What follows belongs to an exercise in optimizing a design on an open flow for small area, a short achievable clock period and few clock cycles per item; a production flow would make more cautious choices. Only simulation tests tie the RTL to the original design; equivalence was not proved. Power and IR drop assume default switching activity.

File: design/flow/design.v
module si4464_rf_encoder #(
    parameter [31:0] FREQ_MIN_HZ    = 32'd400000000,
    parameter [31:0] FREQ_MAX_HZ    = 32'd406000000,
    parameter [31:0] BAND_MID_HZ    = 32'd403000000,
    parameter [7:0]  INT_LOW        = 8'd61,
    parameter [7:0]  INT_HIGH       = 8'd62,
    parameter [31:0] REF_DIVISOR_HZ = 32'd6500000,
    parameter [31:0] XTAL_FREQ_HZ   = 32'd26000000
) (
    input  wire        clk,
    input  wire        rst,         
    input  wire        in_valid,
    output wire        in_ready,
    input  wire [63:0] in_word,     
    input  wire [31:0] in_rb,       
    output reg         out_valid,
    input  wire        out_ready,
    output wire [3:0]  out_status,  
    output wire [2:0]  out_len,     
    output wire [39:0] out_data     
);
    wire [7:0]  opc     = in_word[63:56];
    wire        is_freq = (opc == 8'h11);
    wire        is_dr   = (opc == 8'h12) && (in_word[55:16] == 40'd0);
    wire [31:0] freq_hz = in_word[31:0];
    wire        hi_ok   = (freq_hz[31:28] == 4'd1) &&
                          (freq_hz[27] ? (freq_hz[26:22] == 5'd0) : (freq_hz[26:22] == 5'd31));
    wire [1:0]  osr_sel  = in_rb[27:26];
    wire [25:0] nco_mode = in_rb[25:0];
    wire        q_nz = (nco_mode >= 26'd26000000);     
    wire        q2   = (nco_mode >= 26'd52000000);     
    reg  [1:0]  t_in;
    always @(*) begin
        case (osr_sel)
            2'd1:    t_in = q2 ? 2'd3 : 2'd2;
            2'd2:    t_in = q2 ? 2'd2 : 2'd1;
            default: t_in = q2 ? 2'd1 : 2'd0;
        endcase
    end
    wire [23:0] adj_in = in_word[55:32] | {21'd0, {3{opc[1]}} & {q_nz, t_in}};
    reg         s1_valid;
    reg         s1_freq, s1_dr, s1_hi;
    reg  [21:0] s1_x;
    reg         s1_f27;
    reg  [23:0] s1_adj;
    wire [21:0] x   = s1_x;
    wire [21:0] xn  = ~x;
    wire        f27 = s1_f27;
    wire        s1_band = s1_hi && (s1_f27 ? (s1_x <= 22'd3346816) : (s1_x >= 22'd1541120));
    wire        low = !s1_f27 || (s1_x < 22'd346816);
    wire [23:0] adj = s1_adj;
    wire [15:0] bps   = s1_x[15:0];
    wire [1:0]  t     = s1_adj[1:0];
    wire [18:0] bps_t = {3'd0, bps} << t;
    wire [20:0] dr_a  = {bps_t, 2'b00};
    wire [18:0] dr_b  = bps_t;
    wire        sel_d = s1_dr && s1_adj[2];
    wire        sel_f = !s1_dr;
    wire ha0_s, ha0_c;
    si4464_ha u_ha0 (.a(x[19]), .b(x[17]), .s(ha0_s), .co(ha0_c));
    wire ha1_s, ha1_c;
    si4464_ha u_ha1 (.a(x[20]), .b(x[18]), .s(ha1_s), .co(ha1_c));
    wire ha2_s, ha2_c;
    si4464_ha u_ha2 (.a(x[21]), .b(x[19]), .s(ha2_s), .co(ha2_c));
    wire ha3_s, ha3_c;
    si4464_ha u_ha3 (.a(x[20]), .b(x[16]), .s(ha3_s), .co(ha3_c));
    wire ha4_s, ha4_c;
    si4464_ha u_ha4 (.a(x[21]), .b(x[16]), .s(ha4_s), .co(ha4_c));
    wire ha5_s, ha5_c;
    si4464_ha u_ha5 (.a(x[17]), .b(x[11]), .s(ha5_s), .co(ha5_c));
    wire ha6_s, ha6_c;
    si4464_ha u_ha6 (.a(x[19]), .b(x[13]), .s(ha6_s), .co(ha6_c));
    wire fa0_s, fa0_c;
    si4464_fa u_fa0 (.a(x[16]), .b(x[13]), .c(x[10]), .s(fa0_s), .co(fa0_c));
    wire fa1_s, fa1_c;
    si4464_fa u_fa1 (.a(x[17]), .b(x[14]), .c(x[11]), .s(fa1_s), .co(fa1_c));
    wire ha7_s, ha7_c;
    si4464_ha u_ha7 (.a(x[9]), .b(x[5]), .s(ha7_s), .co(ha7_c));
    wire fa2_s, fa2_c;
    si4464_fa u_fa2 (.a(x[18]), .b(x[15]), .c(x[12]), .s(fa2_s), .co(fa2_c));
    wire fa3_s, fa3_c;
    si4464_fa u_fa3 (.a(x[10]), .b(x[6]), .c(x[1]), .s(fa3_s), .co(fa3_c));
    wire ha8_s, ha8_c;
    assign ha8_s = !xn[4];
    assign ha8_c = xn[4];
    wire fa4_s, fa4_c;
    si4464_fa u_fa4 (.a(x[19]), .b(x[16]), .c(x[13]), .s(fa4_s), .co(fa4_c));
    wire fa5_s, fa5_c;
    si4464_fa u_fa5 (.a(x[11]), .b(x[7]), .c(x[2]), .s(fa5_s), .co(fa5_c));
    wire fa6_s, fa6_c;
    si4464_fa u_fa6 (.a(x[20]), .b(x[17]), .c(x[14]), .s(fa6_s), .co(fa6_c));
    wire fa7_s, fa7_c;
    si4464_fa u_fa7 (.a(x[12]), .b(x[8]), .c(x[3]), .s(fa7_s), .co(fa7_c));
    wire fa8_s, fa8_c;
    si4464_fa u_fa8 (.a(x[21]), .b(x[18]), .c(x[15]), .s(fa8_s), .co(fa8_c));
    wire fa9_s, fa9_c;
    si4464_fa u_fa9 (.a(x[13]), .b(x[9]), .c(x[4]), .s(fa9_s), .co(fa9_c));
    wire fa10_s, fa10_c;
    si4464_fa u_fa10 (.a(x[19]), .b(x[16]), .c(x[14]), .s(fa10_s), .co(fa10_c));
    wire fa11_s, fa11_c;
    si4464_fa u_fa11 (.a(x[10]), .b(x[5]), .c(f27), .s(fa11_s), .co(fa11_c));
    wire fa12_s, fa12_c;
    si4464_fa u_fa12 (.a(x[20]), .b(x[17]), .c(x[15]), .s(fa12_s), .co(fa12_c));
    wire fa13_s, fa13_c;
    si4464_fa u_fa13 (.a(x[11]), .b(x[6]), .c(x[0]), .s(fa13_s), .co(fa13_c));
    wire ha9_s, ha9_c;
    assign ha9_s = !xn[9];
    assign ha9_c = xn[9];
    wire fa14_s, fa14_c;
    si4464_fa u_fa14 (.a(x[21]), .b(x[18]), .c(x[16]), .s(fa14_s), .co(fa14_c));
    wire fa15_s, fa15_c;
    si4464_fa u_fa15 (.a(x[12]), .b(x[7]), .c(x[1]), .s(fa15_s), .co(fa15_c));
    wire fa16_s, fa16_c;
    assign fa16_s = !(xn[10] ^ xn[3]);
    assign fa16_c = xn[10] | xn[3];
    wire fa17_s, fa17_c;
    si4464_fa u_fa17 (.a(x[13]), .b(x[8]), .c(x[2]), .s(fa17_s), .co(fa17_c));
    wire fa18_s, fa18_c;
    assign fa18_s = !(x[0] ^ f27);
    assign fa18_c = x[0] | f27;
    wire fa19_s, fa19_c;
    si4464_fa u_fa19 (.a(xn[11]), .b(xn[4]), .c(ha0_s), .s(fa19_s), .co(fa19_c));
    wire fa20_s, fa20_c;
    si4464_fa u_fa20 (.a(x[14]), .b(x[9]), .c(x[3]), .s(fa20_s), .co(fa20_c));
    wire fa21_s, fa21_c;
    assign fa21_s = !(x[1] ^ xn[12]);
    assign fa21_c = x[1] | xn[12];
    wire fa22_s, fa22_c;
    si4464_fa u_fa22 (.a(xn[5]), .b(ha1_s), .c(ha0_c), .s(fa22_s), .co(fa22_c));
    wire fa23_s, fa23_c;
    si4464_fa u_fa23 (.a(x[15]), .b(x[10]), .c(x[4]), .s(fa23_s), .co(fa23_c));
    wire fa24_s, fa24_c;
    si4464_fa u_fa24 (.a(x[2]), .b(x[0]), .c(xn[13]), .s(fa24_s), .co(fa24_c));
    wire fa25_s, fa25_c;
    si4464_fa u_fa25 (.a(xn[6]), .b(ha2_s), .c(ha1_c), .s(fa25_s), .co(fa25_c));
    wire fa26_s, fa26_c;
    si4464_fa u_fa26 (.a(x[11]), .b(x[5]), .c(x[3]), .s(fa26_s), .co(fa26_c));
    wire fa27_s, fa27_c;
    si4464_fa u_fa27 (.a(x[1]), .b(f27), .c(xn[14]), .s(fa27_s), .co(fa27_c));
    wire fa28_s, fa28_c;
    si4464_fa u_fa28 (.a(xn[7]), .b(ha3_s), .c(ha2_c), .s(fa28_s), .co(fa28_c));
    wire fa29_s, fa29_c;
    si4464_fa u_fa29 (.a(x[21]), .b(x[17]), .c(x[12]), .s(fa29_s), .co(fa29_c));
    wire fa30_s, fa30_c;
    si4464_fa u_fa30 (.a(x[6]), .b(x[4]), .c(x[2]), .s(fa30_s), .co(fa30_c));
    wire fa31_s, fa31_c;
    si4464_fa u_fa31 (.a(xn[15]), .b(xn[8]), .c(ha3_c), .s(fa31_s), .co(fa31_c));
    wire fa32_s, fa32_c;
    si4464_fa u_fa32 (.a(x[18]), .b(x[13]), .c(x[7]), .s(fa32_s), .co(fa32_c));
    wire fa33_s, fa33_c;
    si4464_fa u_fa33 (.a(x[5]), .b(x[3]), .c(x[0]), .s(fa33_s), .co(fa33_c));
    wire fa34_s, fa34_c;
    si4464_fa u_fa34 (.a(f27), .b(xn[16]), .c(xn[9]), .s(fa34_s), .co(fa34_c));
    wire fa35_s, fa35_c;
    si4464_fa u_fa35 (.a(x[19]), .b(x[14]), .c(x[8]), .s(fa35_s), .co(fa35_c));
    wire fa36_s, fa36_c;
    si4464_fa u_fa36 (.a(x[6]), .b(x[4]), .c(x[1]), .s(fa36_s), .co(fa36_c));
    wire fa37_s, fa37_c;
    assign fa37_s = !(xn[17] ^ xn[10]);
    assign fa37_c = xn[17] | xn[10];
    wire fa38_s, fa38_c;
    si4464_fa u_fa38 (.a(x[20]), .b(x[15]), .c(x[9]), .s(fa38_s), .co(fa38_c));
    wire fa39_s, fa39_c;
    si4464_fa u_fa39 (.a(x[7]), .b(x[5]), .c(x[2]), .s(fa39_s), .co(fa39_c));
    wire fa40_s, fa40_c;
    si4464_fa u_fa40 (.a(x[0]), .b(xn[18]), .c(xn[11]), .s(fa40_s), .co(fa40_c));
    wire fa41_s, fa41_c;
    si4464_fa u_fa41 (.a(x[10]), .b(x[8]), .c(x[6]), .s(fa41_s), .co(fa41_c));
    wire fa42_s, fa42_c;
    assign fa42_s = !(x[3] ^ x[1]);
    assign fa42_c = x[3] | x[1];
    wire fa43_s, fa43_c;
    si4464_fa u_fa43 (.a(xn[19]), .b(xn[12]), .c(ha4_s), .s(fa43_s), .co(fa43_c));
    wire fa44_s, fa44_c;
    si4464_fa u_fa44 (.a(x[9]), .b(x[7]), .c(x[4]), .s(fa44_s), .co(fa44_c));
    wire fa45_s, fa45_c;
    si4464_fa u_fa45 (.a(x[2]), .b(f27), .c(xn[20]), .s(fa45_s), .co(fa45_c));
    wire fa46_s, fa46_c;
    si4464_fa u_fa46 (.a(xn[13]), .b(ha5_s), .c(ha4_c), .s(fa46_s), .co(fa46_c));
    wire fa47_s, fa47_c;
    si4464_fa u_fa47 (.a(x[18]), .b(x[12]), .c(x[10]), .s(fa47_s), .co(fa47_c));
    wire fa48_s, fa48_c;
    si4464_fa u_fa48 (.a(x[8]), .b(x[5]), .c(x[3]), .s(fa48_s), .co(fa48_c));
    wire fa49_s, fa49_c;
    si4464_fa u_fa49 (.a(xn[21]), .b(xn[14]), .c(ha5_c), .s(fa49_s), .co(fa49_c));
    wire fa50_s, fa50_c;
    si4464_fa u_fa50 (.a(x[11]), .b(x[9]), .c(x[6]), .s(fa50_s), .co(fa50_c));
    wire fa51_s, fa51_c;
    si4464_fa u_fa51 (.a(x[4]), .b(!f27), .c(adj[0]), .s(fa51_s), .co(fa51_c));
    wire fa52_s, fa52_c;
    assign fa52_s = !(xn[15] ^ ha6_s);
    assign fa52_c = xn[15] | ha6_s;
    wire fa53_s, fa53_c;
    si4464_fa u_fa53 (.a(x[20]), .b(x[14]), .c(x[12]), .s(fa53_s), .co(fa53_c));
    wire fa54_s, fa54_c;
    si4464_fa u_fa54 (.a(x[10]), .b(x[7]), .c(x[5]), .s(fa54_s), .co(fa54_c));
    wire fa55_s, fa55_c;
    si4464_fa u_fa55 (.a(adj[1]), .b(xn[16]), .c(ha6_c), .s(fa55_s), .co(fa55_c));
    wire fa56_s, fa56_c;
    si4464_fa u_fa56 (.a(x[21]), .b(x[15]), .c(x[13]), .s(fa56_s), .co(fa56_c));
    wire fa57_s, fa57_c;
    si4464_fa u_fa57 (.a(x[11]), .b(x[8]), .c(x[6]), .s(fa57_s), .co(fa57_c));
    wire ha10_s, ha10_c;
    si4464_ha u_ha10 (.a(adj[2]), .b(xn[17]), .s(ha10_s), .co(ha10_c));
    wire fa58_s, fa58_c;
    si4464_fa u_fa58 (.a(x[16]), .b(x[14]), .c(x[12]), .s(fa58_s), .co(fa58_c));
    wire fa59_s, fa59_c;
    si4464_fa u_fa59 (.a(x[9]), .b(x[7]), .c(f27), .s(fa59_s), .co(fa59_c));
    wire ha11_s, ha11_c;
    si4464_ha u_ha11 (.a(adj[3]), .b(xn[18]), .s(ha11_s), .co(ha11_c));
    wire fa60_s, fa60_c;
    si4464_fa u_fa60 (.a(x[17]), .b(x[15]), .c(x[13]), .s(fa60_s), .co(fa60_c));
    wire fa61_s, fa61_c;
    si4464_fa u_fa61 (.a(x[10]), .b(x[8]), .c(adj[4]), .s(fa61_s), .co(fa61_c));
    wire ha12_s, ha12_c;
    assign ha12_s = !xn[19];
    assign ha12_c = xn[19];
    wire fa62_s, fa62_c;
    si4464_fa u_fa62 (.a(x[18]), .b(x[16]), .c(x[14]), .s(fa62_s), .co(fa62_c));
    wire fa63_s, fa63_c;
    si4464_fa u_fa63 (.a(x[11]), .b(x[9]), .c(adj[5]), .s(fa63_s), .co(fa63_c));
    wire ha13_s, ha13_c;
    assign ha13_s = !xn[20];
    assign ha13_c = xn[20];
    wire fa64_s, fa64_c;
    si4464_fa u_fa64 (.a(x[19]), .b(x[17]), .c(x[15]), .s(fa64_s), .co(fa64_c));
    wire fa65_s, fa65_c;
    si4464_fa u_fa65 (.a(x[12]), .b(x[10]), .c(adj[6]), .s(fa65_s), .co(fa65_c));
    wire fa66_s, fa66_c;
    si4464_fa u_fa66 (.a(x[20]), .b(x[18]), .c(x[16]), .s(fa66_s), .co(fa66_c));
    wire ha14_s, ha14_c;
    si4464_ha u_ha14 (.a(x[13]), .b(x[11]), .s(ha14_s), .co(ha14_c));
    wire fa67_s, fa67_c;
    si4464_fa u_fa67 (.a(x[21]), .b(x[19]), .c(x[17]), .s(fa67_s), .co(fa67_c));
    wire ha15_s, ha15_c;
    si4464_ha u_ha15 (.a(x[20]), .b(x[18]), .s(ha15_s), .co(ha15_c));
    wire fa68_s, fa68_c;
    si4464_fa u_fa68 (.a(x[8]), .b(x[4]), .c(!f27), .s(fa68_s), .co(fa68_c));
    wire fa69_s, fa69_c;
    assign fa69_s = !(x[0] ^ xn[3]);
    assign fa69_c = x[0] | xn[3];
    wire ha16_s, ha16_c;
    si4464_ha u_ha16 (.a(ha7_s), .b(fa0_c), .s(ha16_s), .co(ha16_c));
    wire fa70_s, fa70_c;
    si4464_fa u_fa70 (.a(ha8_s), .b(ha7_c), .c(fa1_c), .s(fa70_s), .co(fa70_c));
    wire fa71_s, fa71_c;
    si4464_fa u_fa71 (.a(fa2_s), .b(fa3_s), .c(!low), .s(fa71_s), .co(fa71_c));
    wire fa72_s, fa72_c;
    si4464_fa u_fa72 (.a(xn[5]), .b(ha8_c), .c(fa2_c), .s(fa72_s), .co(fa72_c));
    wire fa73_s, fa73_c;
    si4464_fa u_fa73 (.a(fa3_c), .b(fa4_s), .c(fa5_s), .s(fa73_s), .co(fa73_c));
    wire fa74_s, fa74_c;
    assign fa74_s = !(xn[6] ^ fa4_c);
    assign fa74_c = xn[6] | fa4_c;
    wire fa75_s, fa75_c;
    si4464_fa u_fa75 (.a(fa5_c), .b(fa6_s), .c(fa7_s), .s(fa75_s), .co(fa75_c));
    wire fa76_s, fa76_c;
    si4464_fa u_fa76 (.a(xn[7]), .b(xn[0]), .c(fa6_c), .s(fa76_s), .co(fa76_c));
    wire fa77_s, fa77_c;
    si4464_fa u_fa77 (.a(fa7_c), .b(fa8_s), .c(fa9_s), .s(fa77_s), .co(fa77_c));
    wire fa78_s, fa78_c;
    si4464_fa u_fa78 (.a(xn[8]), .b(xn[1]), .c(fa8_c), .s(fa78_s), .co(fa78_c));
    wire fa79_s, fa79_c;
    si4464_fa u_fa79 (.a(fa9_c), .b(fa10_s), .c(fa11_s), .s(fa79_s), .co(fa79_c));
    wire fa80_s, fa80_c;
    si4464_fa u_fa80 (.a(xn[2]), .b(ha9_s), .c(fa10_c), .s(fa80_s), .co(fa80_c));
    wire fa81_s, fa81_c;
    si4464_fa u_fa81 (.a(fa11_c), .b(fa12_s), .c(fa13_s), .s(fa81_s), .co(fa81_c));
    wire fa82_s, fa82_c;
    si4464_fa u_fa82 (.a(ha9_c), .b(fa16_s), .c(fa12_c), .s(fa82_s), .co(fa82_c));
    wire fa83_s, fa83_c;
    si4464_fa u_fa83 (.a(fa13_c), .b(fa14_s), .c(fa15_s), .s(fa83_s), .co(fa83_c));
    wire fa84_s, fa84_c;
    si4464_fa u_fa84 (.a(fa18_s), .b(fa16_c), .c(fa14_c), .s(fa84_s), .co(fa84_c));
    wire fa85_s, fa85_c;
    si4464_fa u_fa85 (.a(fa15_c), .b(fa17_s), .c(fa19_s), .s(fa85_s), .co(fa85_c));
    wire fa86_s, fa86_c;
    si4464_fa u_fa86 (.a(fa18_c), .b(fa21_s), .c(fa17_c), .s(fa86_s), .co(fa86_c));
    wire fa87_s, fa87_c;
    si4464_fa u_fa87 (.a(fa20_s), .b(fa19_c), .c(fa22_s), .s(fa87_s), .co(fa87_c));
    wire fa88_s, fa88_c;
    si4464_fa u_fa88 (.a(fa21_c), .b(fa20_c), .c(fa23_s), .s(fa88_s), .co(fa88_c));
    wire fa89_s, fa89_c;
    si4464_fa u_fa89 (.a(fa24_s), .b(fa22_c), .c(fa25_s), .s(fa89_s), .co(fa89_c));
    wire fa90_s, fa90_c;
    si4464_fa u_fa90 (.a(fa23_c), .b(fa26_s), .c(fa24_c), .s(fa90_s), .co(fa90_c));
    wire fa91_s, fa91_c;
    si4464_fa u_fa91 (.a(fa27_s), .b(fa25_c), .c(fa28_s), .s(fa91_s), .co(fa91_c));
    wire fa92_s, fa92_c;
    si4464_fa u_fa92 (.a(fa26_c), .b(fa29_s), .c(fa30_s), .s(fa92_s), .co(fa92_c));
    wire fa93_s, fa93_c;
    si4464_fa u_fa93 (.a(fa27_c), .b(fa28_c), .c(fa31_s), .s(fa93_s), .co(fa93_c));
    wire fa94_s, fa94_c;
    si4464_fa u_fa94 (.a(fa29_c), .b(fa30_c), .c(fa32_s), .s(fa94_s), .co(fa94_c));
    wire fa95_s, fa95_c;
    si4464_fa u_fa95 (.a(fa33_s), .b(fa34_s), .c(fa31_c), .s(fa95_s), .co(fa95_c));
    wire fa96_s, fa96_c;
    si4464_fa u_fa96 (.a(fa37_s), .b(fa32_c), .c(fa33_c), .s(fa96_s), .co(fa96_c));
    wire fa97_s, fa97_c;
    si4464_fa u_fa97 (.a(fa35_s), .b(fa36_s), .c(fa34_c), .s(fa97_s), .co(fa97_c));
    wire fa98_s, fa98_c;
    si4464_fa u_fa98 (.a(fa37_c), .b(fa35_c), .c(fa36_c), .s(fa98_s), .co(fa98_c));
    wire fa99_s, fa99_c;
    si4464_fa u_fa99 (.a(fa38_s), .b(fa39_s), .c(fa40_s), .s(fa99_s), .co(fa99_c));
    wire fa100_s, fa100_c;
    si4464_fa u_fa100 (.a(fa42_s), .b(fa38_c), .c(fa39_c), .s(fa100_s), .co(fa100_c));
    wire fa101_s, fa101_c;
    si4464_fa u_fa101 (.a(fa41_s), .b(fa40_c), .c(fa43_s), .s(fa101_s), .co(fa101_c));
    wire fa102_s, fa102_c;
    si4464_fa u_fa102 (.a(fa42_c), .b(fa41_c), .c(fa44_s), .s(fa102_s), .co(fa102_c));
    wire fa103_s, fa103_c;
    si4464_fa u_fa103 (.a(fa45_s), .b(fa43_c), .c(fa46_s), .s(fa103_s), .co(fa103_c));
    wire fa104_s, fa104_c;
    si4464_fa u_fa104 (.a(fa44_c), .b(fa47_s), .c(fa48_s), .s(fa104_s), .co(fa104_c));
    wire fa105_s, fa105_c;
    si4464_fa u_fa105 (.a(fa45_c), .b(fa46_c), .c(fa49_s), .s(fa105_s), .co(fa105_c));
    wire fa106_s, fa106_c;
    si4464_fa u_fa106 (.a(fa47_c), .b(fa48_c), .c(fa50_s), .s(fa106_s), .co(fa106_c));
    wire fa107_s, fa107_c;
    si4464_fa u_fa107 (.a(fa51_s), .b(fa52_s), .c(fa49_c), .s(fa107_s), .co(fa107_c));
    wire fa108_s, fa108_c;
    si4464_fa u_fa108 (.a(fa50_c), .b(fa51_c), .c(fa53_s), .s(fa108_s), .co(fa108_c));
    wire fa109_s, fa109_c;
    si4464_fa u_fa109 (.a(fa54_s), .b(fa52_c), .c(fa55_s), .s(fa109_s), .co(fa109_c));
    wire fa110_s, fa110_c;
    si4464_fa u_fa110 (.a(ha10_s), .b(fa53_c), .c(fa54_c), .s(fa110_s), .co(fa110_c));
    wire fa111_s, fa111_c;
    si4464_fa u_fa111 (.a(fa56_s), .b(fa57_s), .c(fa55_c), .s(fa111_s), .co(fa111_c));
    wire fa112_s, fa112_c;
    si4464_fa u_fa112 (.a(ha11_s), .b(ha10_c), .c(fa56_c), .s(fa112_s), .co(fa112_c));
    wire fa113_s, fa113_c;
    si4464_fa u_fa113 (.a(fa57_c), .b(fa58_s), .c(fa59_s), .s(fa113_s), .co(fa113_c));
    wire fa114_s, fa114_c;
    si4464_fa u_fa114 (.a(ha12_s), .b(ha11_c), .c(fa58_c), .s(fa114_s), .co(fa114_c));
    wire fa115_s, fa115_c;
    si4464_fa u_fa115 (.a(fa59_c), .b(fa60_s), .c(fa61_s), .s(fa115_s), .co(fa115_c));
    wire fa116_s, fa116_c;
    si4464_fa u_fa116 (.a(ha12_c), .b(ha13_s), .c(fa60_c), .s(fa116_s), .co(fa116_c));
    wire fa117_s, fa117_c;
    si4464_fa u_fa117 (.a(fa61_c), .b(fa62_s), .c(fa63_s), .s(fa117_s), .co(fa117_c));
    wire fa118_s, fa118_c;
    si4464_fa u_fa118 (.a(xn[21]), .b(ha13_c), .c(fa62_c), .s(fa118_s), .co(fa118_c));
    wire fa119_s, fa119_c;
    si4464_fa u_fa119 (.a(fa63_c), .b(fa64_s), .c(fa65_s), .s(fa119_s), .co(fa119_c));
    wire fa120_s, fa120_c;
    si4464_fa u_fa120 (.a(!f27), .b(adj[7]), .c(ha14_s), .s(fa120_s), .co(fa120_c));
    wire fa121_s, fa121_c;
    si4464_fa u_fa121 (.a(fa64_c), .b(fa65_c), .c(fa66_s), .s(fa121_s), .co(fa121_c));
    wire fa122_s, fa122_c;
    si4464_fa u_fa122 (.a(x[14]), .b(x[12]), .c(adj[8]), .s(fa122_s), .co(fa122_c));
    wire fa123_s, fa123_c;
    si4464_fa u_fa123 (.a(ha14_c), .b(fa66_c), .c(fa67_s), .s(fa123_s), .co(fa123_c));
    wire fa124_s, fa124_c;
    si4464_fa u_fa124 (.a(x[15]), .b(x[13]), .c(f27), .s(fa124_s), .co(fa124_c));
    wire fa125_s, fa125_c;
    si4464_fa u_fa125 (.a(adj[9]), .b(ha15_s), .c(fa67_c), .s(fa125_s), .co(fa125_c));
    wire fa126_s, fa126_c;
    si4464_fa u_fa126 (.a(x[21]), .b(x[19]), .c(x[16]), .s(fa126_s), .co(fa126_c));
    wire fa127_s, fa127_c;
    si4464_fa u_fa127 (.a(x[14]), .b(adj[10]), .c(ha15_c), .s(fa127_s), .co(fa127_c));
    wire fa128_s, fa128_c;
    si4464_fa u_fa128 (.a(x[20]), .b(x[17]), .c(x[15]), .s(fa128_s), .co(fa128_c));
    wire fa129_s, fa129_c;
    assign fa129_s = !(f27 ^ adj[11]);
    assign fa129_c = f27 | adj[11];
    wire fa130_s, fa130_c;
    si4464_fa u_fa130 (.a(x[21]), .b(x[18]), .c(x[16]), .s(fa130_s), .co(fa130_c));
    wire fa131_s, fa131_c;
    si4464_fa u_fa131 (.a(x[19]), .b(x[17]), .c(f27), .s(fa131_s), .co(fa131_c));
    wire ha17_s, ha17_c;
    si4464_ha u_ha17 (.a(x[20]), .b(x[18]), .s(ha17_s), .co(ha17_c));
    wire ha18_s, ha18_c;
    assign ha18_s = !xn[2];
    assign ha18_c = xn[2];
    wire fa132_s, fa132_c;
    si4464_fa u_fa132 (.a(fa69_s), .b(fa68_c), .c(fa1_s), .s(fa132_s), .co(fa132_c));
    wire fa133_s, fa133_c;
    si4464_fa u_fa133 (.a(fa69_c), .b(ha16_c), .c(fa70_s), .s(fa133_s), .co(fa133_c));
    wire fa134_s, fa134_c;
    si4464_fa u_fa134 (.a(fa70_c), .b(fa72_s), .c(fa73_s), .s(fa134_s), .co(fa134_c));
    wire fa135_s, fa135_c;
    si4464_fa u_fa135 (.a(fa74_s), .b(fa72_c), .c(fa73_c), .s(fa135_s), .co(fa135_c));
    wire fa136_s, fa136_c;
    si4464_fa u_fa136 (.a(fa74_c), .b(fa76_s), .c(fa75_c), .s(fa136_s), .co(fa136_c));
    wire fa137_s, fa137_c;
    si4464_fa u_fa137 (.a(fa76_c), .b(fa78_s), .c(fa77_c), .s(fa137_s), .co(fa137_c));
    wire fa138_s, fa138_c;
    si4464_fa u_fa138 (.a(fa78_c), .b(fa80_s), .c(fa79_c), .s(fa138_s), .co(fa138_c));
    wire fa139_s, fa139_c;
    si4464_fa u_fa139 (.a(fa80_c), .b(fa82_s), .c(fa81_c), .s(fa139_s), .co(fa139_c));
    wire fa140_s, fa140_c;
    si4464_fa u_fa140 (.a(fa82_c), .b(fa84_s), .c(fa83_c), .s(fa140_s), .co(fa140_c));
    wire fa141_s, fa141_c;
    si4464_fa u_fa141 (.a(fa84_c), .b(fa86_s), .c(fa85_c), .s(fa141_s), .co(fa141_c));
    wire fa142_s, fa142_c;
    si4464_fa u_fa142 (.a(fa86_c), .b(fa88_s), .c(fa87_c), .s(fa142_s), .co(fa142_c));
    wire fa143_s, fa143_c;
    si4464_fa u_fa143 (.a(fa88_c), .b(fa90_s), .c(fa89_c), .s(fa143_s), .co(fa143_c));
    wire fa144_s, fa144_c;
    si4464_fa u_fa144 (.a(fa92_s), .b(fa90_c), .c(fa91_c), .s(fa144_s), .co(fa144_c));
    wire fa145_s, fa145_c;
    si4464_fa u_fa145 (.a(fa92_c), .b(fa94_s), .c(fa95_s), .s(fa145_s), .co(fa145_c));
    wire fa146_s, fa146_c;
    si4464_fa u_fa146 (.a(fa96_s), .b(fa94_c), .c(fa97_s), .s(fa146_s), .co(fa146_c));
    wire fa147_s, fa147_c;
    si4464_fa u_fa147 (.a(fa96_c), .b(fa98_s), .c(fa97_c), .s(fa147_s), .co(fa147_c));
    wire fa148_s, fa148_c;
    si4464_fa u_fa148 (.a(fa98_c), .b(fa100_s), .c(fa99_c), .s(fa148_s), .co(fa148_c));
    wire fa149_s, fa149_c;
    si4464_fa u_fa149 (.a(fa100_c), .b(fa102_s), .c(fa101_c), .s(fa149_s), .co(fa149_c));
    wire fa150_s, fa150_c;
    si4464_fa u_fa150 (.a(fa102_c), .b(fa104_s), .c(fa103_c), .s(fa150_s), .co(fa150_c));
    wire fa151_s, fa151_c;
    si4464_fa u_fa151 (.a(fa104_c), .b(fa106_s), .c(fa107_s), .s(fa151_s), .co(fa151_c));
    wire fa152_s, fa152_c;
    si4464_fa u_fa152 (.a(fa106_c), .b(fa108_s), .c(fa107_c), .s(fa152_s), .co(fa152_c));
    wire fa153_s, fa153_c;
    si4464_fa u_fa153 (.a(fa110_s), .b(fa108_c), .c(fa111_s), .s(fa153_s), .co(fa153_c));
    wire fa154_s, fa154_c;
    si4464_fa u_fa154 (.a(fa110_c), .b(fa112_s), .c(fa113_s), .s(fa154_s), .co(fa154_c));
    wire fa155_s, fa155_c;
    si4464_fa u_fa155 (.a(fa112_c), .b(fa114_s), .c(fa113_c), .s(fa155_s), .co(fa155_c));
    wire fa156_s, fa156_c;
    si4464_fa u_fa156 (.a(fa114_c), .b(fa116_s), .c(fa115_c), .s(fa156_s), .co(fa156_c));
    wire fa157_s, fa157_c;
    si4464_fa u_fa157 (.a(fa116_c), .b(fa118_s), .c(fa117_c), .s(fa157_s), .co(fa157_c));
    wire fa158_s, fa158_c;
    si4464_fa u_fa158 (.a(fa120_s), .b(fa118_c), .c(fa119_c), .s(fa158_s), .co(fa158_c));
    wire fa159_s, fa159_c;
    si4464_fa u_fa159 (.a(fa122_s), .b(fa120_c), .c(fa121_c), .s(fa159_s), .co(fa159_c));
    wire fa160_s, fa160_c;
    si4464_fa u_fa160 (.a(fa122_c), .b(fa124_s), .c(fa125_s), .s(fa160_s), .co(fa160_c));
    wire fa161_s, fa161_c;
    si4464_fa u_fa161 (.a(fa124_c), .b(fa126_s), .c(fa127_s), .s(fa161_s), .co(fa161_c));
    wire fa162_s, fa162_c;
    si4464_fa u_fa162 (.a(fa129_s), .b(fa126_c), .c(fa128_s), .s(fa162_s), .co(fa162_c));
    wire fa163_s, fa163_c;
    si4464_fa u_fa163 (.a(adj[12]), .b(fa129_c), .c(fa128_c), .s(fa163_s), .co(fa163_c));
    wire fa164_s, fa164_c;
    assign fa164_s = !(adj[13] ^ fa130_c);
    assign fa164_c = adj[13] | fa130_c;
    wire fa165_s, fa165_c;
    assign fa165_s = !(adj[14] ^ ha17_s);
    assign fa165_c = adj[14] | ha17_s;
    wire fa166_s, fa166_c;
    si4464_fa u_fa166 (.a(x[21]), .b(x[19]), .c(adj[15]), .s(fa166_s), .co(fa166_c));
    wire ha19_s, ha19_c;
    si4464_ha u_ha19 (.a(x[20]), .b(f27), .s(ha19_s), .co(ha19_c));
    wire ha20_s, ha20_c;
    si4464_ha u_ha20 (.a(x[21]), .b(adj[17]), .s(ha20_s), .co(ha20_c));
    wire ha21_s, ha21_c;
    si4464_ha u_ha21 (.a(ha18_s), .b(fa68_s), .s(ha21_s), .co(ha21_c));
    wire fa167_s, fa167_c;
    si4464_fa u_fa167 (.a(ha18_c), .b(ha16_s), .c(fa132_s), .s(fa167_s), .co(fa167_c));
    wire fa168_s, fa168_c;
    si4464_fa u_fa168 (.a(fa132_c), .b(fa71_s), .c(fa133_s), .s(fa168_s), .co(fa168_c));
    wire fa169_s, fa169_c;
    si4464_fa u_fa169 (.a(fa71_c), .b(fa133_c), .c(fa134_s), .s(fa169_s), .co(fa169_c));
    wire fa170_s, fa170_c;
    si4464_fa u_fa170 (.a(fa75_s), .b(fa135_s), .c(fa134_c), .s(fa170_s), .co(fa170_c));
    wire fa171_s, fa171_c;
    si4464_fa u_fa171 (.a(fa77_s), .b(fa135_c), .c(fa136_s), .s(fa171_s), .co(fa171_c));
    wire fa172_s, fa172_c;
    si4464_fa u_fa172 (.a(fa79_s), .b(fa136_c), .c(fa137_s), .s(fa172_s), .co(fa172_c));
    wire fa173_s, fa173_c;
    si4464_fa u_fa173 (.a(fa81_s), .b(fa137_c), .c(fa138_s), .s(fa173_s), .co(fa173_c));
    wire fa174_s, fa174_c;
    si4464_fa u_fa174 (.a(fa83_s), .b(fa138_c), .c(fa139_s), .s(fa174_s), .co(fa174_c));
    wire fa175_s, fa175_c;
    si4464_fa u_fa175 (.a(fa85_s), .b(fa139_c), .c(fa140_s), .s(fa175_s), .co(fa175_c));
    wire fa176_s, fa176_c;
    si4464_fa u_fa176 (.a(fa87_s), .b(fa140_c), .c(fa141_s), .s(fa176_s), .co(fa176_c));
    wire fa177_s, fa177_c;
    si4464_fa u_fa177 (.a(fa89_s), .b(fa141_c), .c(fa142_s), .s(fa177_s), .co(fa177_c));
    wire fa178_s, fa178_c;
    si4464_fa u_fa178 (.a(fa91_s), .b(fa142_c), .c(fa143_s), .s(fa178_s), .co(fa178_c));
    wire fa179_s, fa179_c;
    si4464_fa u_fa179 (.a(fa93_s), .b(fa143_c), .c(fa144_s), .s(fa179_s), .co(fa179_c));
    wire fa180_s, fa180_c;
    si4464_fa u_fa180 (.a(fa93_c), .b(fa144_c), .c(fa145_s), .s(fa180_s), .co(fa180_c));
    wire fa181_s, fa181_c;
    si4464_fa u_fa181 (.a(fa95_c), .b(fa146_s), .c(fa145_c), .s(fa181_s), .co(fa181_c));
    wire fa182_s, fa182_c;
    si4464_fa u_fa182 (.a(fa99_s), .b(fa147_s), .c(fa146_c), .s(fa182_s), .co(fa182_c));
    wire fa183_s, fa183_c;
    si4464_fa u_fa183 (.a(fa101_s), .b(fa147_c), .c(fa148_s), .s(fa183_s), .co(fa183_c));
    wire fa184_s, fa184_c;
    si4464_fa u_fa184 (.a(fa103_s), .b(fa148_c), .c(fa149_s), .s(fa184_s), .co(fa184_c));
    wire fa185_s, fa185_c;
    si4464_fa u_fa185 (.a(fa105_s), .b(fa149_c), .c(fa150_s), .s(fa185_s), .co(fa185_c));
    wire fa186_s, fa186_c;
    si4464_fa u_fa186 (.a(fa105_c), .b(fa150_c), .c(fa151_s), .s(fa186_s), .co(fa186_c));
    wire fa187_s, fa187_c;
    si4464_fa u_fa187 (.a(fa109_s), .b(fa152_s), .c(fa151_c), .s(fa187_s), .co(fa187_c));
    wire fa188_s, fa188_c;
    si4464_fa u_fa188 (.a(fa109_c), .b(fa152_c), .c(fa153_s), .s(fa188_s), .co(fa188_c));
    wire fa189_s, fa189_c;
    si4464_fa u_fa189 (.a(fa111_c), .b(fa154_s), .c(fa153_c), .s(fa189_s), .co(fa189_c));
    wire fa190_s, fa190_c;
    si4464_fa u_fa190 (.a(fa115_s), .b(fa155_s), .c(fa154_c), .s(fa190_s), .co(fa190_c));
    wire fa191_s, fa191_c;
    si4464_fa u_fa191 (.a(fa117_s), .b(fa155_c), .c(fa156_s), .s(fa191_s), .co(fa191_c));
    wire fa192_s, fa192_c;
    si4464_fa u_fa192 (.a(fa119_s), .b(fa156_c), .c(fa157_s), .s(fa192_s), .co(fa192_c));
    wire fa193_s, fa193_c;
    si4464_fa u_fa193 (.a(fa121_s), .b(fa157_c), .c(fa158_s), .s(fa193_s), .co(fa193_c));
    wire fa194_s, fa194_c;
    si4464_fa u_fa194 (.a(fa123_s), .b(fa158_c), .c(fa159_s), .s(fa194_s), .co(fa194_c));
    wire fa195_s, fa195_c;
    si4464_fa u_fa195 (.a(fa123_c), .b(fa159_c), .c(fa160_s), .s(fa195_s), .co(fa195_c));
    wire fa196_s, fa196_c;
    si4464_fa u_fa196 (.a(fa125_c), .b(fa161_s), .c(fa160_c), .s(fa196_s), .co(fa196_c));
    wire fa197_s, fa197_c;
    si4464_fa u_fa197 (.a(fa127_c), .b(fa162_s), .c(fa161_c), .s(fa197_s), .co(fa197_c));
    wire fa198_s, fa198_c;
    si4464_fa u_fa198 (.a(fa130_s), .b(fa163_s), .c(fa162_c), .s(fa198_s), .co(fa198_c));
    wire fa199_s, fa199_c;
    si4464_fa u_fa199 (.a(fa131_s), .b(fa164_s), .c(fa163_c), .s(fa199_s), .co(fa199_c));
    wire fa200_s, fa200_c;
    si4464_fa u_fa200 (.a(fa131_c), .b(fa165_s), .c(fa164_c), .s(fa200_s), .co(fa200_c));
    wire fa201_s, fa201_c;
    si4464_fa u_fa201 (.a(ha17_c), .b(fa166_s), .c(fa165_c), .s(fa201_s), .co(fa201_c));
    wire fa202_s, fa202_c;
    si4464_fa u_fa202 (.a(adj[16]), .b(ha19_s), .c(fa166_c), .s(fa202_s), .co(fa202_c));
    wire fa203_s, fa203_c;
    assign fa203_s = !(ha20_s ^ ha19_c);
    assign fa203_c = ha20_s | ha19_c;
    wire fa204_s, fa204_c;
    si4464_fa u_fa204 (.a(f27), .b(adj[18]), .c(ha20_c), .s(fa204_s), .co(fa204_c));
    wire fa205_s, fa205_c;
    assign fa205_s = !(adj[19] ^ low);
    assign fa205_c = adj[19] | low;
    wire ha22_s, ha22_c;
    assign ha22_s = !adj[20];
    assign ha22_c = adj[20];
    wire ha23_s, ha23_c;
    assign ha23_s = !adj[21];
    assign ha23_c = adj[21];
    wire ha24_s, ha24_c;
    assign ha24_s = !adj[22];
    assign ha24_c = adj[22];
    wire g0 = ha21_s & fa0_s;
    wire p0 = ha21_s | fa0_s;
    wire g1 = fa167_s & ha21_c;
    wire p1 = fa167_s | ha21_c;
    wire g2 = fa168_s & fa167_c;
    wire p2 = fa168_s | fa167_c;
    wire g3 = fa169_s & fa168_c;
    wire p3 = fa169_s | fa168_c;
    wire g4 = fa170_s & fa169_c;
    wire p4 = fa170_s | fa169_c;
    wire g5 = fa171_s & fa170_c;
    wire p5 = fa171_s | fa170_c;
    wire g6 = fa172_s & fa171_c;
    wire p6 = fa172_s | fa171_c;
    wire g7 = fa173_s & fa172_c;
    wire p7 = fa173_s | fa172_c;
    wire g8 = fa174_s & fa173_c;
    wire p8 = fa174_s | fa173_c;
    wire g9 = fa175_s & fa174_c;
    wire p9 = fa175_s | fa174_c;
    wire g10 = fa176_s & fa175_c;
    wire p10 = fa176_s | fa175_c;
    wire g11 = fa177_s & fa176_c;
    wire p11 = fa177_s | fa176_c;
    wire g12 = fa178_s & fa177_c;
    wire p12 = fa178_s | fa177_c;
    wire g13 = fa179_s & fa178_c;
    wire p13 = fa179_s | fa178_c;
    wire g14 = fa180_s & fa179_c;
    wire p14 = fa180_s | fa179_c;
    wire g15 = fa181_s & fa180_c;
    wire p15 = fa181_s | fa180_c;
    wire g16 = fa182_s & fa181_c;
    wire p16 = fa182_s | fa181_c;
    wire g17 = fa183_s & fa182_c;
    wire p17 = fa183_s | fa182_c;
    wire g18 = fa184_s & fa183_c;
    wire p18 = fa184_s | fa183_c;
    wire g19 = fa185_s & fa184_c;
    wire p19 = fa185_s | fa184_c;
    wire a20 = (sel_f & fa186_s) | (sel_d & dr_a[0]);
    wire b20 = (sel_f & fa185_c) | (sel_d & dr_b[0]);
    wire a21 = (sel_f & fa187_s) | (sel_d & dr_a[1]);
    wire b21 = (sel_f & fa186_c) | (sel_d & dr_b[1]);
    wire a22 = (sel_f & fa188_s) | (sel_d & dr_a[2]);
    wire b22 = (sel_f & fa187_c) | (sel_d & dr_b[2]);
    wire a23 = (sel_f & fa189_s) | (sel_d & dr_a[3]);
    wire b23 = (sel_f & fa188_c) | (sel_d & dr_b[3]);
    wire a24 = (sel_f & fa190_s) | (sel_d & dr_a[4]);
    wire b24 = (sel_f & fa189_c) | (sel_d & dr_b[4]);
    wire a25 = (sel_f & fa191_s) | (sel_d & dr_a[5]);
    wire b25 = (sel_f & fa190_c) | (sel_d & dr_b[5]);
    wire a26 = (sel_f & fa192_s) | (sel_d & dr_a[6]);
    wire b26 = (sel_f & fa191_c) | (sel_d & dr_b[6]);
    wire a27 = (sel_f & fa193_s) | (sel_d & dr_a[7]);
    wire b27 = (sel_f & fa192_c) | (sel_d & dr_b[7]);
    wire a28 = (sel_f & fa194_s) | (sel_d & dr_a[8]);
    wire b28 = (sel_f & fa193_c) | (sel_d & dr_b[8]);
    wire a29 = (sel_f & fa195_s) | (sel_d & dr_a[9]);
    wire b29 = (sel_f & fa194_c) | (sel_d & dr_b[9]);
    wire a30 = (sel_f & fa196_s) | (sel_d & dr_a[10]);
    wire b30 = (sel_f & fa195_c) | (sel_d & dr_b[10]);
    wire a31 = (sel_f & fa197_s) | (sel_d & dr_a[11]);
    wire b31 = (sel_f & fa196_c) | (sel_d & dr_b[11]);
    wire a32 = (sel_f & fa198_s) | (sel_d & dr_a[12]);
    wire b32 = (sel_f & fa197_c) | (sel_d & dr_b[12]);
    wire a33 = (sel_f & fa199_s) | (sel_d & dr_a[13]);
    wire b33 = (sel_f & fa198_c) | (sel_d & dr_b[13]);
    wire a34 = (sel_f & fa200_s) | (sel_d & dr_a[14]);
    wire b34 = (sel_f & fa199_c) | (sel_d & dr_b[14]);
    wire a35 = (sel_f & fa201_s) | (sel_d & dr_a[15]);
    wire b35 = (sel_f & fa200_c) | (sel_d & dr_b[15]);
    wire a36 = (sel_f & fa202_s) | (sel_d & dr_a[16]);
    wire b36 = (sel_f & fa201_c) | (sel_d & dr_b[16]);
    wire a37 = (sel_f & fa203_s) | (sel_d & dr_a[17]);
    wire b37 = (sel_f & fa202_c) | (sel_d & dr_b[17]);
    wire a38 = (sel_f & fa204_s) | (sel_d & dr_a[18]);
    wire b38 = (sel_f & fa203_c) | (sel_d & dr_b[18]);
    wire a39 = (sel_f & fa205_s) | (sel_d & dr_a[19]);
    wire b39 = (sel_f & fa204_c) | (sel_d & 1'b0);
    wire a40 = (sel_f & ha22_s) | (sel_d & dr_a[20]);
    wire b40 = (sel_f & fa205_c) | (sel_d & 1'b0);
    wire a41 = (sel_f & ha23_s) | (sel_d & 1'b0);
    wire b41 = (sel_f & ha22_c) | (sel_d & 1'b0);
    wire a42 = ha24_s;
    wire b42 = ha23_c;
    wire a43 = !adj[23];
    wire b43 = ha24_c;
    wire a44 = 1'b1;
    wire b44 = 1'b0;
    wire m0_g = g1 | (p1 & g0);
    wire m1_g = g2 | (p2 & m0_g);
    wire m2_g = g4 | (p4 & g3);
    wire m2_p = p4 & p3;
    wire m3_g = m2_g | (m2_p & m1_g);
    wire m4_g = g6 | (p6 & g5);
    wire m4_p = p6 & p5;
    wire m5_g = g7 | (p7 & m4_g);
    wire m5_p = p7 & m4_p;
    wire m6_g = g9 | (p9 & g8);
    wire m6_p = p9 & p8;
    wire m7_g = m6_g | (m6_p & m5_g);
    wire m7_p = m6_p & m5_p;
    wire m8_g = m7_g | (m7_p & m3_g);
    wire m9_g = g11 | (p11 & g10);
    wire m9_p = p11 & p10;
    wire m10_g = g12 | (p12 & m9_g);
    wire m10_p = p12 & m9_p;
    wire m11_g = g14 | (p14 & g13);
    wire m11_p = p14 & p13;
    wire m12_g = m11_g | (m11_p & m10_g);
    wire m12_p = m11_p & m10_p;
    wire m13_g = g16 | (p16 & g15);
    wire m13_p = p16 & p15;
    wire m14_g = g17 | (p17 & m13_g);
    wire m14_p = p17 & m13_p;
    wire m15_g = g19 | (p19 & g18);
    wire m15_p = p19 & p18;
    wire m16_g = m15_g | (m15_p & m14_g);
    wire m16_p = m15_p & m14_p;
    wire m17_g = m16_g | (m16_p & m12_g);
    wire m17_p = m16_p & m12_p;
    wire m18_g = m17_g | (m17_p & m8_g);
    wire c20 = sel_f & m18_g;
    wire s20, c21;
    si4464_fa u_r20 (.a(a20), .b(b20), .c(c20), .s(s20), .co(c21));
    wire s21, c22;
    si4464_fa u_r21 (.a(a21), .b(b21), .c(c21), .s(s21), .co(c22));
    wire s22, c23;
    si4464_fa u_r22 (.a(a22), .b(b22), .c(c22), .s(s22), .co(c23));
    wire s23, c24;
    si4464_fa u_r23 (.a(a23), .b(b23), .c(c23), .s(s23), .co(c24));
    wire s24, c25;
    si4464_fa u_r24 (.a(a24), .b(b24), .c(c24), .s(s24), .co(c25));
    wire s25, c26;
    si4464_fa u_r25 (.a(a25), .b(b25), .c(c25), .s(s25), .co(c26));
    wire s26, c27;
    si4464_fa u_r26 (.a(a26), .b(b26), .c(c26), .s(s26), .co(c27));
    wire s27, c28;
    si4464_fa u_r27 (.a(a27), .b(b27), .c(c27), .s(s27), .co(c28));
    wire s28, c29;
    si4464_fa u_r28 (.a(a28), .b(b28), .c(c28), .s(s28), .co(c29));
    wire s29, c30;
    si4464_fa u_r29 (.a(a29), .b(b29), .c(c29), .s(s29), .co(c30));
    wire s30, c31;
    si4464_fa u_r30 (.a(a30), .b(b30), .c(c30), .s(s30), .co(c31));
    wire s31, c32;
    si4464_fa u_r31 (.a(a31), .b(b31), .c(c31), .s(s31), .co(c32));
    wire s32, c33;
    si4464_fa u_r32 (.a(a32), .b(b32), .c(c32), .s(s32), .co(c33));
    wire s33, c34;
    si4464_fa u_r33 (.a(a33), .b(b33), .c(c33), .s(s33), .co(c34));
    wire s34, c35;
    si4464_fa u_r34 (.a(a34), .b(b34), .c(c34), .s(s34), .co(c35));
    wire s35, c36;
    si4464_fa u_r35 (.a(a35), .b(b35), .c(c35), .s(s35), .co(c36));
    wire s36, c37;
    si4464_fa u_r36 (.a(a36), .b(b36), .c(c36), .s(s36), .co(c37));
    wire s37, c38;
    si4464_fa u_r37 (.a(a37), .b(b37), .c(c37), .s(s37), .co(c38));
    wire s38, c39;
    si4464_fa u_r38 (.a(a38), .b(b38), .c(c38), .s(s38), .co(c39));
    wire s39, c40;
    si4464_fa u_r39 (.a(a39), .b(b39), .c(c39), .s(s39), .co(c40));
    wire s40, c41;
    si4464_fa u_r40 (.a(a40), .b(b40), .c(c40), .s(s40), .co(c41));
    wire s41, c42;
    si4464_fa u_r41 (.a(a41), .b(b41), .c(c41), .s(s41), .co(c42));
    wire s42, c43;
    si4464_fa u_r42 (.a(a42), .b(b42), .c(c42), .s(s42), .co(c43));
    wire s43, c44;
    si4464_fa u_r43 (.a(a43), .b(b43), .c(c43), .s(s43), .co(c44));
    wire s44 = a44 ^ b44 ^ c44;
    wire [24:0] sum = {s44, s43, s42, s41, s40, s39, s38, s37, s36, s35, s34, s33, s32, s31, s30, s29, s28, s27, s26, s25, s24, s23, s22, s21, s20};
    wire        f_ok = s1_freq && s1_band && !sum[24];
    wire [1:0]  res_kind = f_ok ? 2'd0 : s1_dr ? 2'd1 : s1_freq ? 2'd2 : 2'd3;
    wire [26:0] res = {res_kind, !low, sum[23:0]};
    reg [26:0] h, k;
    reg        h_fok, h_nfok, h_dok, h_ndok, h_ok, h_fbad, h_ill;
    reg        k_valid, in_rdy;
    assign in_ready = in_rdy;
    wire take   = out_valid && out_ready;
    wire accept = in_valid && in_rdy;
    wire full   = out_valid && k_valid;
    wire move   = s1_valid && !full;        
    wire s1_en  = !(s1_valid && full);      
    wire h_en   = !out_valid || take;
    wire s1_valid_nx = s1_en ? accept : 1'b1;
    wire out_valid_nx = h_en ? (k_valid || move) : 1'b1;
    wire k_valid_nx = k_valid ? !take : (move && out_valid && !take);
    always @(posedge clk) begin
        if (rst) begin
            s1_valid  <= 1'b0;
            out_valid <= 1'b0;
            k_valid   <= 1'b0;
            in_rdy    <= 1'b1;
        end else begin
            s1_valid  <= s1_valid_nx;
            out_valid <= out_valid_nx;
            k_valid   <= k_valid_nx;
            in_rdy    <= !(s1_valid_nx && out_valid_nx && k_valid_nx);
        end
    end
    always @(posedge clk) begin
        if (s1_en) begin
            s1_freq <= is_freq;
            s1_dr   <= is_dr;
            s1_hi   <= hi_ok;
            s1_x    <= freq_hz[21:0];
            s1_f27  <= freq_hz[27];
            s1_adj  <= adj_in;
        end
    end
    wire [26:0] h_src  = k_valid ? k : res;
    wire [1:0]  h_kind = h_src[26:25];
    always @(posedge clk) begin
        if (!k_valid) k <= res;
        if (h_en) begin
            h      <= h_src;
            h_fok  <= (h_kind == 2'd0);
            h_nfok <= (h_kind != 2'd0);
            h_dok  <= (h_kind == 2'd1);
            h_ndok <= (h_kind != 2'd1);
            h_ok   <= !h_kind[1];
            h_fbad <= (h_kind == 2'd2);
            h_ill  <= (h_kind == 2'd3);
        end
    end
    wire        r_nhi  = h[24];
    wire [23:0] v      = h[23:0];
    assign out_status = {h_ill, h_ill, h_fbad, !h_ok};
    assign out_len    = {h_fok, h_dok, h_ok};
    assign out_data[39:32] = {1'b0, h_dok && v[21], h_fok || (h_dok && v[20]),
                              h_fok || (h_dok && v[19]), h_fok || (h_dok && v[18]),
                              h_fok || (h_dok && v[17]), h_dok && v[16],
                              (h_fok && r_nhi) || (h_dok && v[15])};
    assign out_data[31:24] = h_dok ? v[14:7] : 8'd0;
    assign out_data[23:16] = (h_fok ? v[23:16] : 8'd0) | (!h_ndok ? {v[6:0], 1'b0} : 8'd0);
    assign out_data[15:0]  = !h_nfok ? v[15:0] : 16'd0;
endmodule
module si4464_fa (input wire a, input wire b, input wire c,
                  output wire s, output wire co);
    assign s  = a ^ b ^ c;
    assign co = (a & b) | (a & c) | (b & c);
endmodule
module si4464_ha (input wire a, input wire b, output wire s, output wire co);
    assign s  = a ^ b;
    assign co = a & b;
endmodule
File: design/flow/flow/run.sh
#!/bin/bash
# The standard layout: the standard.sh runs every ORFS step from
# synthesis to finish (its output is in standard.log, each tool's own log in
# orfs/logs/). Two settings differ from the defaults:
#  - the buffer ORFS puts on every input and output port is buf_1, the
#    smallest buffer, instead of clkdlybuf4s50_1;
#  - clock tree synthesis uses clkbuf_8 below a clkbuf_16 root and inserts
#    no dummy loads.
set -euo pipefail
export BUFFER_PORTS_ARGS="-buffer_cell sky130_fd_sc_hd__buf_1"
export CTS_ARGS="-sink_clustering_enable -repair_clock_nets -dont_use_dummy_load -buf_list sky130_fd_sc_hd__clkbuf_8 -root_buf sky130_fd_sc_hd__clkbuf_16"
bash standard.sh > standard.log 2>&1
File: design/flow/standard.sh
#!/bin/bash
# synth_recipe.tcl (not shown) runs the flow's synth.tcl, then flattens the netlist and writes it again
# the make line also repeats each setting of config.mk as NAME=value (left out here)
make -C /OpenROAD-flow-scripts/flow DESIGN_CONFIG=/design/flow/config.mk WORK_HOME=/design/flow/orfs CLKGATE_MAP_FILE= SYNTH_SCRIPT=/design/flow/synth_recipe.tcl "${@:-finish}"
File: design/flow/config.mk
export PLATFORM = sky130hd
export DESIGN_NAME = si4464_rf_encoder
export DESIGN_NICKNAME = si4464_rf_encoder
export VERILOG_FILES = /design/flow/design.v
export SDC_FILE = /design/flow/constraint.sdc
export NUM_CORES = 4
export LEC_CHECK = 0
export CAP_MARGIN = 20
export CORE_MARGIN = 2
export CORE_UTILIZATION = 40
export PLACE_DENSITY = 0.6
export SLEW_MARGIN = 20
export SYNTH_HIERARCHICAL = 1
File: design/flow/constraint.sdc
create_clock -name core_clock -period 70.0 [get_ports {clk}]
set_input_delay 14.0000 -clock core_clock [delete_from_list [all_inputs] [get_ports {clk}]]
set_output_delay 14.0000 -clock core_clock [all_outputs]
set_load 0.01 [all_outputs]
==> summary.txt, run 1 <==
worst hold start k[9]$_DFF_P_; Die W 165 um; area leader, netlist fa_1; initial antenna violation count 0; switching power total 157 uW; Crit. End Element output port; Final Hold Viols 0; Finish-stage setup viols 0; Switching Share 0.404; layout cells sized above 1 0.0643; MaxCap Viol Count 0; first-pass GRT wire length 38,200 um; Async SR Flop Fraction 0; top cell type's share of synthesized area 0.419; Worst EP arrival 1.41 ns; H-tree depth 4; vias in the first global route 6,932; CTS tree yes; Peak VDD IR 0.0165 mV; Pre-antenna DRT Iters 5; CTS Sinks 113; GRT Total Usage 0.189; commonest non-fill, non-tap cells in the layout fa_1, buf_1, inv_1; Yosys cell types 60; WL/cell 18.9 um; Netlist Area Pre-Place 10,400 um2; routability cong. 0.880; Clock Path Buffers 2; CTS resizes 0; Comb pwr share 0.609; core area 25,300 um2; port bufs 136; post-synthesis sequential area ratio 0.298; num rows 58; Iteration-0 DRC Markers 434; number of synthesized register bits 113; worst hold path endpoint k[9]$_DFF_P_; Initial Utilization 0.409; Area Growth Syn to Fin 11.7%; top cells by area, synth fa_1, edfxtp_1, dfxtp_1; fin crit share 0.220; CTS buffer count 17; Seq pwr share 0.277; postcts setup bufs 0; clock root cell clkbuf_16; Clk Latency, worst-skew pair 0.37 ns; antenna-violating nets left 0; status timing/DRC/antenna clean; hold path cells 1; Post-route DRC 0; LEAKAGE 4.54 nW; Clock Skew 0.0435 ns; critical path class flip-flop to output port; r2r startpoint s1_x[16]$_DFFE_PN_; highest clock rate 64.9 MHz; Internal 232 uW; Syn. warnings 7; Clk pin slew, worst setup/hold paths 0.05 ns; Least-Margin Pin Slew 0.936 ns; DP Wirelength 18,900 um; Tmin final 15.41 ns; register area 3080 um2; cell count after synthesis 798; remaining global-route overflow 0; CP max FO 14; r2r setup slk 55.11 ns; Syn Nets 1,147; routed wire length 24,100 um; max_slew headroom 0.376; Antenna Cells 0; Final Max Tran Viols 0; Vias 6,690; startpoint types flip-flop; pwr/cell area 33.6 nW/um2; worst hold path type flip-flop to flip-flop; Hold Buf Count CTS 0; Vias/cell 5.23; multi-input combinational cell area 6780 um2; reg2reg path depth 38; io pins 149; Setup TNS 0 ns; RSZ-0062 raised after global routing no; Fin Hold WS 0.475 ns; Reg-to-Reg End h_fok$_DFFE_PP_; largest net degree at the start of global routing 54; number of synthesized flops with an enable pin 82; chip height 165 um; syn avg cell area 13.0 um2; WP data required 56.00 ns; most common cell after layout, fill and taps aside fa_1; Post-synth top flop edfxtp_1; FILL cells 2,294; Clk pwr share 0.114; # nets final 1,299; die area 27,200 um2
[registers in the layout (all words and copies together), names as in the netlist, 22 cells and up]
name / flops
s1_adj: 24
k: 27
h: 25
s1_x: 22
[power by group through the flow]
stage	Clock (mW)	Combinational [mW]	Sequential, mW
floorplan	0	0.163	0.108
global placement	0	0.230	0.109
detailed placement	0	0.235	0.109
CTS	0.0458	0.237	0.108
global route	0.0482	0.270	0.110
finish	0.0445	0.237	0.108
[worst max-delay path by stage]
| stage | slack [ns] | cells past startpoint | start | endpoint |
|---|---|---|---|---|
| floorplan | 54.77 | 1 | out_ready | h[0]$_DFFE_PP_ |
| finish | 54.59 | 3 | h_fok$_DFFE_PP_ | out_data[22] |
| global placement | 54.37 | 4 | in_word[57] | s1_dr$_DFFE_PN_ |
| detailed placement | 54.37 | 4 | in_word[57] | s1_dr$_DFFE_PN_ |
| CTS | 54.59 | 3 | h_fok$_DFFE_PP_ | out_data[22] |
| global route | 54.49 | 3 | h_fok$_DFFE_PP_ | out_data[22] |
[final cells by class]
type	count	area share
Timing Repair Buffer	156	0.0574
Sequential cell	113	0.266
Multi-Input combinational cell	560	0.586
Clock buffer	17	0.0212
Tap cell	330	0.0357
Inverter	102	0.0331
[critical path, cell delays in order, from the launching register on]
cell      delay, ns
edfxtp_1       0.65
nand2_1        0.11
o21ai_0        0.13
buf_1          0.18
[modules after synthesis, one instance, submodules excluded]
module / cells inside / times used
si4464_rf_encoder: 564 / 1
si4464_fa: 1 / 217
si4464_ha: 1 / 17
[cells by family (layout without fill, tap and decap cells)]
| family | count (synthesis) | count (layout) | synth area share |
|---|---|---|---|
| DFF | 113 | 113 | 0.298 |
| other | 1 | 1 | 0.000362 |
| buffers and inverters | 125 | 275 | 0.0481 |
| and+or+nand+nor | 134 | 134 | 0.0692 |
| AOI/OAI and AO/OA | 138 | 138 | 0.0871 |
| adders and majority gates | 249 | 249 | 0.458 |
| muxes | 38 | 38 | 0.0397 |
[metal layers]
layer / up-vias / share of wire / global-route usage
met5: - / 0 / 0
met4: 0 / 0.012 / 0.0427
met3: 22 / 0.068 / 0.0389
met2: 294 / 0.46 / 0.291
met1: 3356 / 0.46 / 0.277
li1: 3018 / - / -
[synthesized netlist by cell type (all sizes together), types with 2 or more instances]
| library cell | count |
|---|---|
| a211o | 2 |
| a211oi | 6 |
| a21o | 6 |
| a21oi | 15 |
| a22oi | 4 |
| a31oi | 8 |
| and2 | 13 |
| and3 | 5 |
| buf | 11 |
| clkbuf | 12 |
| dfxtp | 31 |
| edfxtp | 82 |
| fa | 217 |
| ha | 32 |
| inv | 102 |
| mux2 | 25 |
| mux2i | 13 |
| nand2 | 26 |
| nand2b | 4 |
| nand3 | 6 |
| nand3b | 2 |
| nand4 | 5 |
| nor2 | 28 |
| nor2b | 14 |
| nor3 | 7 |
| nor4 | 12 |
| nor4b | 3 |
| o2111a | 3 |
| o211ai | 2 |
| o21ai | 56 |
| o22a | 13 |
| o22ai | 8 |
| o31ai | 2 |
| or4 | 3 |
[through the flow]
stage / total power [mW] / std cells / utilization / cell area, um2 / setup slack (ns)
finish: 0.389 / 1278 / 0.457 / 11600 / 54.59
global route: 0.428 / 1278 / 0.457 / 11600 / 54.49
CTS: 0.391 / 1277 / 0.456 / 11600 / 54.59
detailed placement: 0.344 / 1260 / 0.447 / 11300 / 54.37
global placement: 0.339 / 1260 / 0.447 / 11300 / 54.37
floorplan: 0.271 / 798 / - / 10400 / 54.77
Testbench counts, summed over its fixed seeds: cycles 16,016, items 16,000.
==> run 2: changes to the inputs <==
--- a/design/flow/flow/run.sh
+++ b/design/flow/flow/run.sh
@@ -9,4 +9,5 @@
 set -euo pipefail
 export BUFFER_PORTS_ARGS="-buffer_cell sky130_fd_sc_hd__buf_1"
 export CTS_ARGS="-sink_clustering_enable -repair_clock_nets -dont_use_dummy_load -buf_list sky130_fd_sc_hd__clkbuf_8 -root_buf sky130_fd_sc_hd__clkbuf_16"
+export PRE_GLOBAL_PLACE_TCL="$PWD/flow/pre_gpl.tcl"
 bash standard.sh > standard.log 2>&1
==> design/flow/flow/pre_gpl.tcl (new file) <==
remove_buffers
--- a/design/flow/config.mk
+++ b/design/flow/config.mk
@@ -8,6 +8,7 @@
 export CAP_MARGIN = 20
 export CORE_MARGIN = 2
 export CORE_UTILIZATION = 40
+export GPL_TIMING_DRIVEN = 0
 export PLACE_DENSITY = 0.6
 export SLEW_MARGIN = 20
 export SYNTH_HIERARCHICAL = 1
==> summary.txt, run 2 <==
status timing/DRC/antenna clean; H-tree depth 4; Peak VDD IR 0.0182 mV; Switching Share 0.403; CP max FO 16; Internal 231 uW; Reg-to-Reg End h_fok$_DFFE_PP_; Post-synth top flop edfxtp_1; LEAKAGE 4.50 nW; post-synthesis sequential area ratio 0.298; switching power total 156 uW; chip height 165 um; Antenna Cells 0; RSZ-0062 raised after global routing no; Vias 6,683; core area 25,300 um2; Pre-antenna DRT Iters 4; max reg flops 27; remaining global-route overflow 0; CTS resizes 0; DP Wirelength 19,400 um; Clk pin slew, worst setup/hold paths 0.07 ns; worst hold start k[4]$_DFF_P_; multi-input combinational cell area 6790 um2; Adder-Cell Fraction of Synth Area 0.458; CTS tree yes; register area 3080 um2; clock root cell clkbuf_16; # nets final 1,286; Die W 165 um; initial antenna violation count 2; postcts setup bufs 0; critical path class flip-flop to output port; GRT Total Usage 0.193; Seq pwr share 0.289; Final Max Tran Viols 0; io pins 149; num rows 58; mux contribution to synthesized area 0.0397; Post-route DRC 0; Comb pwr share 0.596; Clk pwr share 0.115; MaxCap Viol Count 0; Vias/cell 5.28; WL/cell 19.5 um; pwr/cell area 33.6 nW/um2; Crit. End Element output port; die area 27,200 um2; xor-xnor portion of the synthesized cell area 0; largest family of logic cells by synthesized area adder cells; most common cell after layout, fill and taps aside fa_1; WP data required 56.00 ns; post-synthesis simple-gate area fraction 0.0692; routed wire length 24,700 um; Hold Buf Count CTS 0; Synth top cells by count fa_1, inv_1, edfxtp_1; first-pass GRT wire length 38,700 um; startpoint types flip-flop; biggest regs k x27, h x25, s1_adj x24; Initial Utilization 0.409; Async SR Flop Fraction 0; Critical Path Sink out_data[5]; CTS Sinks 113; Finish-stage setup viols 0; Netlist Area Pre-Place 10,400 um2; Cell Area, Placed 11,300 um2; top cell type's share of synthesized area 0.419; syn avg cell area 13.0 um2; Critical Path Source h_nfok$_DFFE_PP_; Final Hold Viols 0; top cells by area, synth fa_1, edfxtp_1, dfxtp_1; Least-Margin Pin Slew 1.11 ns; fin crit share 0.220; post-route cell area 11,500 um2; number of synthesized flops with an enable pin 82; r2r startpoint s1_x[9]$_DFFE_PN_; port bufs 136; number of synthesized register bits 113; max_slew headroom 0.261; largest net degree at the start of global routing 53; Tmin final 15.39 ns; most common cell in the synthesized netlist fa_1; Clock Skew 0.0390 ns; Worst EP arrival 1.39 ns; commonest non-fill, non-tap cells in the layout fa_1, buf_1, inv_1; layout cells sized above 1 0.0535; antenna-violating nets left 0; Iteration-0 DRC Markers 420; reg2reg path depth 38; worst hold path type flip-flop to flip-flop; Area Growth Syn to Fin 11.4%; cell count after synthesis 798; Clk Latency, worst-skew pair 0.37 ns; complex-gate fraction of the synthesized area 0.0871; Yosys cell types 60; vias in the first global route 6,985; Syn. warnings 7; highest clock rate 65.0 MHz; FILL cells 2,364; area leader, netlist fa_1; Clock Path Buffers 2; Top reg by flops k; r2r setup slk 55.00 ns; Setup TNS 0 ns; Syn Nets 1,147; routability cong. 0.852; CTS buffer count 17
-- run 2: how the worst min path moves through the flow --
| stage | end | slack, ns | depth (start not counted) |
|---|---|---|---|
| 2_1_floorplan | k[0]$_DFF_P_ | 0.43 | 1 |
| 3_3_place_gp | k[4]$_DFF_P_ | 0.45 | 1 |
| 3_5_place_dp | k[3]$_DFF_P_ | 0.46 | 1 |
| 4_1_cts | k[3]$_DFF_P_ | 0.47 | 1 |
| 5_1_grt | k[4]$_DFF_P_ | 0.49 | 1 |
| 6_report | k[4]$_DFF_P_ | 0.46 | 1 |
-- run 2: power by group through the flow --
stage	logic [mW]	clock network, mW	registers [mW]
5_1_grt	0.265	0.0485	0.114
3_5_place_dp	0.231	0	0.114
2_1_floorplan	0.163	0	0.108
6_report	0.231	0.0446	0.112
3_3_place_gp	0.224	0	0.114
4_1_cts	0.233	0.0462	0.112
-- run 2: stage by stage --
step                instances  hold slack (ns)  utilization  power (mW)  setup WS, ns
floorplan                 798            0.435            -       0.271         54.77
global placement         1241            0.447        0.441       0.337         54.31
detailed placement       1246            0.456        0.445       0.345         54.36
CTS                      1263            0.470        0.454       0.391         54.57
global route             1265            0.486        0.456       0.427         54.38
finish                   1265            0.464        0.456       0.387         54.61
-- run 2: worst max-delay path: stages, from the launching register on --
cell	delay (ns)
edfxtp_1	0.62
nor2_1	0.24
buf_1	0.17
-- run 2: routing by layer --
| layer | global-route usage | part of all wire |
|---|---|---|
| met1 | 0.278 | 0.46 |
| met2 | 0.299 | 0.46 |
| met3 | 0.0485 | 0.070 |
| met4 | 0.0403 | 0.0077 |
| met5 | 0 | 0.00040 |
-- run 2: kinds of logic (layout without fill, tap and decap cells) --
kind of cell	Yosys count	after routing
other	1	1
flip-flops	113	113
AO/OA/AOI/OAI	138	138
buffers and inverters	125	262
AND/OR/NAND/NOR	134	134
adder cells (fa/ha/maj)	249	249
multiplexers	38	38
-- run 2: final cells by class --
type	count	share of cell area
Sequential cell	113	0.267
Multi-Input combinational cell	560	0.589
Tap cell	330	0.0358
Inverter	102	0.0332
Clock buffer	17	0.0213
Timing Repair Buffer	143	0.0538
-- run 2: modules after synthesis, one instance, submodules excluded --
module / cells inside / copies in the design / flip-flops and latches
si4464_ha: 1 / 17 / 0
si4464_rf_encoder: 564 / 1 / 113
si4464_fa: 1 / 217 / 0

-- static timing again, ports no longer ideal --
The flow's constraints put no driver on any port. The routed layouts listed below were extracted and timed again, unchanged, in two steps. Step 1 (the two cells are an assumption about what drives the block):
set clk [get_ports {clk}]
set_driving_cell -lib_cell sky130_fd_sc_hd__clkbuf_16 $clk
set_driving_cell -lib_cell sky130_fd_sc_hd__buf_2 [delete_from_list [all_inputs] $clk]
Step 2 times the ports against the registers' clock, not the clock port: input delays grow and output delays shrink by t, the midpoint of the rising clock arrivals with the driver on. a / b / c = ideal ports / drivers / drivers and shift; a / b = the first two.
run | t, ns | setup slack, ns | worst slew at a driven data input, ns | cell pins on the clock port's net
run 1 | 0.395 | 54.587 / 54.543 / 54.388 | 0.04 | 1
run 2 | 0.391 | 54.606 / 54.562 / 54.339 | 0.04 | 1
After both steps every run listed still meets setup and hold. The setup slack of run 2, which loses most, moves by -0.044 ns with the drivers and by -0.267 ns with both steps.
